This is an optimization exercise on Yosys and OpenROAD, whose aim is small area, not a production implementation. Only simulation tests tie the RTL to the original design; equivalence was not proved.

## aht25_engine
module aht25_engine (
    input  wire        clk,
    input  wire        rst,             
    input  wire        ev_connect,
    input  wire        ev_read,
    input  wire        ev_write,
    input  wire        ev_disconnect,
    input  wire [6:0]  address,
    input  wire        write_intent,    
    input  wire [7:0]  data,
    input  wire [31:0] hum,             
    input  wire [31:0] temp,            
    output reg         ack,
    output reg  [7:0]  rdata
);
clock: 30.0 ns
lec_check: 0
abc_area: 1
cap_margin: 20
core_margin: 2
core_utilization: 40
cts_buf_list: sky130_fd_sc_hd__clkbuf_4 sky130_fd_sc_hd__clkbuf_8
cts_cluster_size: 10
slew_margin: 20
standard.sh (not shown) runs the stock make flow with config.mk's settings and CLKGATE_MAP_FILE= SYNTH_SCRIPT=/design/flow/synth_recipe.tcl, a recipe that flattens the netlist after the stock synthesis.
==> flow/flow/run.sh <==
#!/bin/bash
# Layout flow: the standard flow (standard.sh), with these changes:
#  - synthesis maps the logic with area-oriented ABC scripts (flow/abc_*.abc) in place of
#    ORFS's abc_area.script: each is run on the same netlist and the smallest result is kept.
#    Everything else in synthesis, and so every register, is as synth_recipe.tcl makes it.
#  - the port buffers are sky130_fd_sc_hd__buf_1;
#  - (flow/make_args.txt) ADDER_MAP_FILE is empty, so ABC maps the adders too, and CTS uses
#    clkbuf_4/clkbuf_8 without dummy loads;
#  - the make variables listed in flow/make_args.txt are added to the make command.
# Each tool's output is in orfs/logs/ (synthesis: orfs/logs/.../1_2_yosys.log, which also
# lists each script's area); make's own output is in flow.log.
set -euo pipefail
W=$(pwd)
cat > "$W/area_synth.tcl" <<TCL
set ::area_scripts [lsort [glob {$W/flow/abc_*.abc}]]
proc abc {args} {
  set i [lsearch -exact \$args -script]
  set li [lsearch -exact \$args -liberty]
  set lib [lindex \$args [expr {\$li + 1}]]
  design -save area_pre_abc
  set best_area ""
  set best_script ""
  foreach s \$::area_scripts {
    design -load area_pre_abc
    set a \$args
    lset a [expr {\$i + 1}] \$s
    yosys abc {*}\$a
    yosys tee -q -o {$W/abc_stat.txt} stat -liberty \$lib
    set f [open {$W/abc_stat.txt}]
    set txt [read \$f]
    close \$f
    regexp {Chip area for module '[^']*': ([0-9.]+)} \$txt -> area
    puts "area_synth: \$s gives \$area"
    if {\$best_area eq "" || \$area < \$best_area} {
      set best_area \$area
      set best_script \$s
      design -save area_best
    }
  }
  design -load area_best
  puts "area_synth: kept \$best_script (\$best_area)"
}
source {$W/synth_recipe.tcl}
TCL
sed "s#SYNTH_SCRIPT=[^ ]*#SYNTH_SCRIPT=$W/area_synth.tcl#" "$W/standard.sh" > "$W/area_standard.sh"
ARGS=("BUFFER_PORTS_ARGS=-buffer_cell sky130_fd_sc_hd__buf_1")
# further make variables, one per line
if [[ -f "$W/flow/make_args.txt" ]]; then
  while IFS= read -r line; do [[ -n "$line" ]] && ARGS+=("$line"); done < "$W/flow/make_args.txt"
fi
bash "$W/area_standard.sh" "${ARGS[@]}" finish > "$W/flow.log" 2>&1
==> flow/flow/abc_deep3b.abc <==
strash
&get -n
&st
&deepsyn -T 120 -S 3
&b -d
&dch -f
&nf -R 1000 -D 22000
&put
==> flow/flow/make_args.txt <==
CTS_ARGS=-sink_clustering_enable -repair_clock_nets -buf_list {sky130_fd_sc_hd__clkbuf_4 sky130_fd_sc_hd__clkbuf_8} -sink_clustering_size 20 -dont_use_dummy_load
ADDER_MAP_FILE=
The starting point went through all stages and came out clean.
Rerun with:
==> flow/flow/abc_deep3.abc (new file) <==
strash
&get -n
&st
&deepsyn -T 120 -S 3
&dch -f
&nf -R 1000 -D 22000
&put
==> flow/flow/make_args.txt (replaced) <==
CTS_ARGS=-sink_clustering_enable -repair_clock_nets -buf_list {sky130_fd_sc_hd__clkbuf_4 sky130_fd_sc_hd__clkbuf_8} -sink_clustering_size 20 -dont_use_dummy_load
ADDER_MAP_FILE=
RECOVER_POWER=100
removed: flow/flow/abc_deep3b.abc
=> This time the run completed, yet does not pass: capacitance limit, slew limit; clock-buffer cell count is unchanged; final cell count rises by 3.4%.
Rerun with:
--- a/flow/flow/run.sh
+++ b/flow/flow/run.sh
@@ -1,5 +1,6 @@
 #!/bin/bash
 # Layout flow: the standard flow (standard.sh), with these changes:
-#  - synthesis maps the logic with area-oriented ABC scripts (flow/abc_*.abc) in place of
+#  - synthesis maps the logic with its own ABC scripts (flow/abc_*.abc: deep AIG optimisation,
+#    then delay balancing, then mapping with area recovery) in place of
 #    ORFS's abc_area.script: each is run on the same netlist and the smallest result is kept.
 #    Everything else in synthesis, and so every register, is as synth_recipe.tcl makes it.
==> flow/flow/abc_bal1.abc (new file) <==
strash
&get -n
&st
&deepsyn -T 120 -S 1
&b -d
&dch -f
&nf -R 1000 -D 22000
&put
==> flow/flow/abc_bal3.abc (new file) <==
strash
&get -n
&st
&deepsyn -T 120 -S 3
&b -d
&dch -f
&nf -R 1000 -D 22000
&put
==> flow/flow/make_args.txt (replaced) <==
CTS_ARGS=-sink_clustering_enable -repair_clock_nets -buf_list {sky130_fd_sc_hd__clkbuf_4 sky130_fd_sc_hd__clkbuf_8} -sink_clustering_size 20 -dont_use_dummy_load
ADDER_MAP_FILE=
removed: flow/flow/abc_deep3.abc
Outcome:
- Now the flow completed with no timing, DRC or antenna violations
- synthesized cell count drops slightly
- synthesized area came out lower slightly
- hold slack got worse by 0.14 ns
- setup slack improved by 0.093 ns
- fmax grows slightly
- cell count came out lower by a few percent
- non-clock buffer count fell by 37
- first-iteration DRC count drops by a quarter to a third
- sequential share of layout area came out higher by 1.6 points
- utilization went down by 2.5 points
Rerun with:
--- a/flow/flow/run.sh
+++ b/flow/flow/run.sh
@@ -1,12 +1,9 @@
 #!/bin/bash
-# Layout flow: the standard flow (standard.sh), with these changes:
-#  - synthesis maps the logic with its own ABC scripts (flow/abc_*.abc: deep AIG optimisation,
-#    then delay balancing, then mapping with area recovery) in place of
+# Layout flow: the standard flow (standard.sh), with two changes:
+#  - synthesis maps the logic with area-oriented ABC scripts (flow/abc_*.abc) in place of
 #    ORFS's abc_area.script: each is run on the same netlist and the smallest result is kept.
 #    Everything else in synthesis, and so every register, is as synth_recipe.tcl makes it.
 #  - the port buffers are sky130_fd_sc_hd__buf_1;
-#  - (flow/make_args.txt) ADDER_MAP_FILE is empty, so ABC maps the adders too, and CTS uses
-#    clkbuf_4/clkbuf_8 without dummy loads;
-#  - the make variables listed in flow/make_args.txt are added to the make command.
+#  - make variables listed in flow/make_args.txt, if any, are added to the make command.
 # Each tool's output is in orfs/logs/ (synthesis: orfs/logs/.../1_2_yosys.log, which also
 # lists each script's area); make's own output is in flow.log.
==> flow/flow/abc_d.abc (new file) <==
strash
&get -n
&st
&deepsyn -T 120 -S 3
&dch -f
&nf -R 1000 -D 22000
&put
==> flow/flow/make_args.txt (replaced) <==
CTS_ARGS=-sink_clustering_enable -repair_clock_nets -buf_list {sky130_fd_sc_hd__clkbuf_4 sky130_fd_sc_hd__clkbuf_8} -sink_clustering_size 20 -dont_use_dummy_load
removed: flow/flow/abc_bal1.abc
removed: flow/flow/abc_bal3.abc
Result:
- die area climbs by a few percent
- count of clock-buffer cells in the layout is unchanged
- sequential cell count is unchanged
- global-route usage drops by 0.27 points
- cell area climbs by a few percent
- non-clock buffer count climbs by 7
- clock skew is about the same
Rerun with:
--- a/flow/flow/run.sh
+++ b/flow/flow/run.sh
@@ -1,9 +1,12 @@
 #!/bin/bash
-# Layout flow: the standard flow (standard.sh), with two changes:
-#  - synthesis maps the logic with area-oriented ABC scripts (flow/abc_*.abc) in place of
+# Layout flow: the standard flow (standard.sh), with these changes:
+#  - synthesis maps the logic with its own ABC scripts (flow/abc_*.abc: deep AIG optimisation,
+#    then delay balancing, then mapping with area recovery) in place of
 #    ORFS's abc_area.script: each is run on the same netlist and the smallest result is kept.
 #    Everything else in synthesis, and so every register, is as synth_recipe.tcl makes it.
 #  - the port buffers are sky130_fd_sc_hd__buf_1;
-#  - make variables listed in flow/make_args.txt, if any, are added to the make command.
+#  - (flow/make_args.txt) ADDER_MAP_FILE is empty, so ABC maps the adders too, and CTS uses
+#    clkbuf_4/clkbuf_8 without dummy loads;
+#  - the make variables listed in flow/make_args.txt are added to the make command.
 # Each tool's output is in orfs/logs/ (synthesis: orfs/logs/.../1_2_yosys.log, which also
 # lists each script's area); make's own output is in flow.log.
==> flow/flow/abc_bal3.abc (new file) <==
strash
&get -n
&st
&deepsyn -T 120 -S 3
&b -d
&dch -f
&nf -R 1000 -D 22000
&put
==> flow/flow/abc_bal4.abc (new file) <==
strash
&get -n
&st
&deepsyn -T 120 -S 4
&b -d
&dch -f
&nf -R 1000 -D 22000
&put
==> flow/flow/make_args.txt (replaced) <==
CTS_ARGS=-sink_clustering_enable -repair_clock_nets -buf_list {sky130_fd_sc_hd__clkbuf_4 sky130_fd_sc_hd__clkbuf_8} -sink_clustering_size 20 -dont_use_dummy_load
ADDER_MAP_FILE=
removed: flow/flow/abc_d.abc
Cell area goes down by 4.4%. Flip-flop and latch count does not change. Core utilization stays flat. Sequential share of layout area goes up by 1.2 points.

[afterwards: timing with drivers on the ports]
How much do the figures lean on ideal ports? The routed layouts below were timed once more, with nothing changed but the port constraints. Step 1: set_driving_cell puts a clkbuf_16 on clk and a buf_2 on each other input, an assumption about the parent block. Step 2 also shifts input and output timing later by t, the mid clock arrival at the registers, as if the neighbouring blocks saw the same clock. Slacks: ideal / step 1 / step 2; pairs: ideal / step 1.
run | t (ns) | setup slack, ns | pins driven straight from the clock port
the first run | 0.356 | 2.198 / 2.212 / 1.856 | 1
the second run | 0.364 | 2.522 / 2.537 / 2.173 | 1
the third run | 0.347 | 2.615 / 2.629 / 2.282 | 1
the fourth run | 0.349 | 2.296 / 2.307 / 1.958 | 1
the fifth run | 0.371 | 2.455 / 2.464 / 2.093 | 1
The setup slack of the fifth run, which loses most, moves by +0.009 ns with the drivers and by -0.362 ns with both steps.
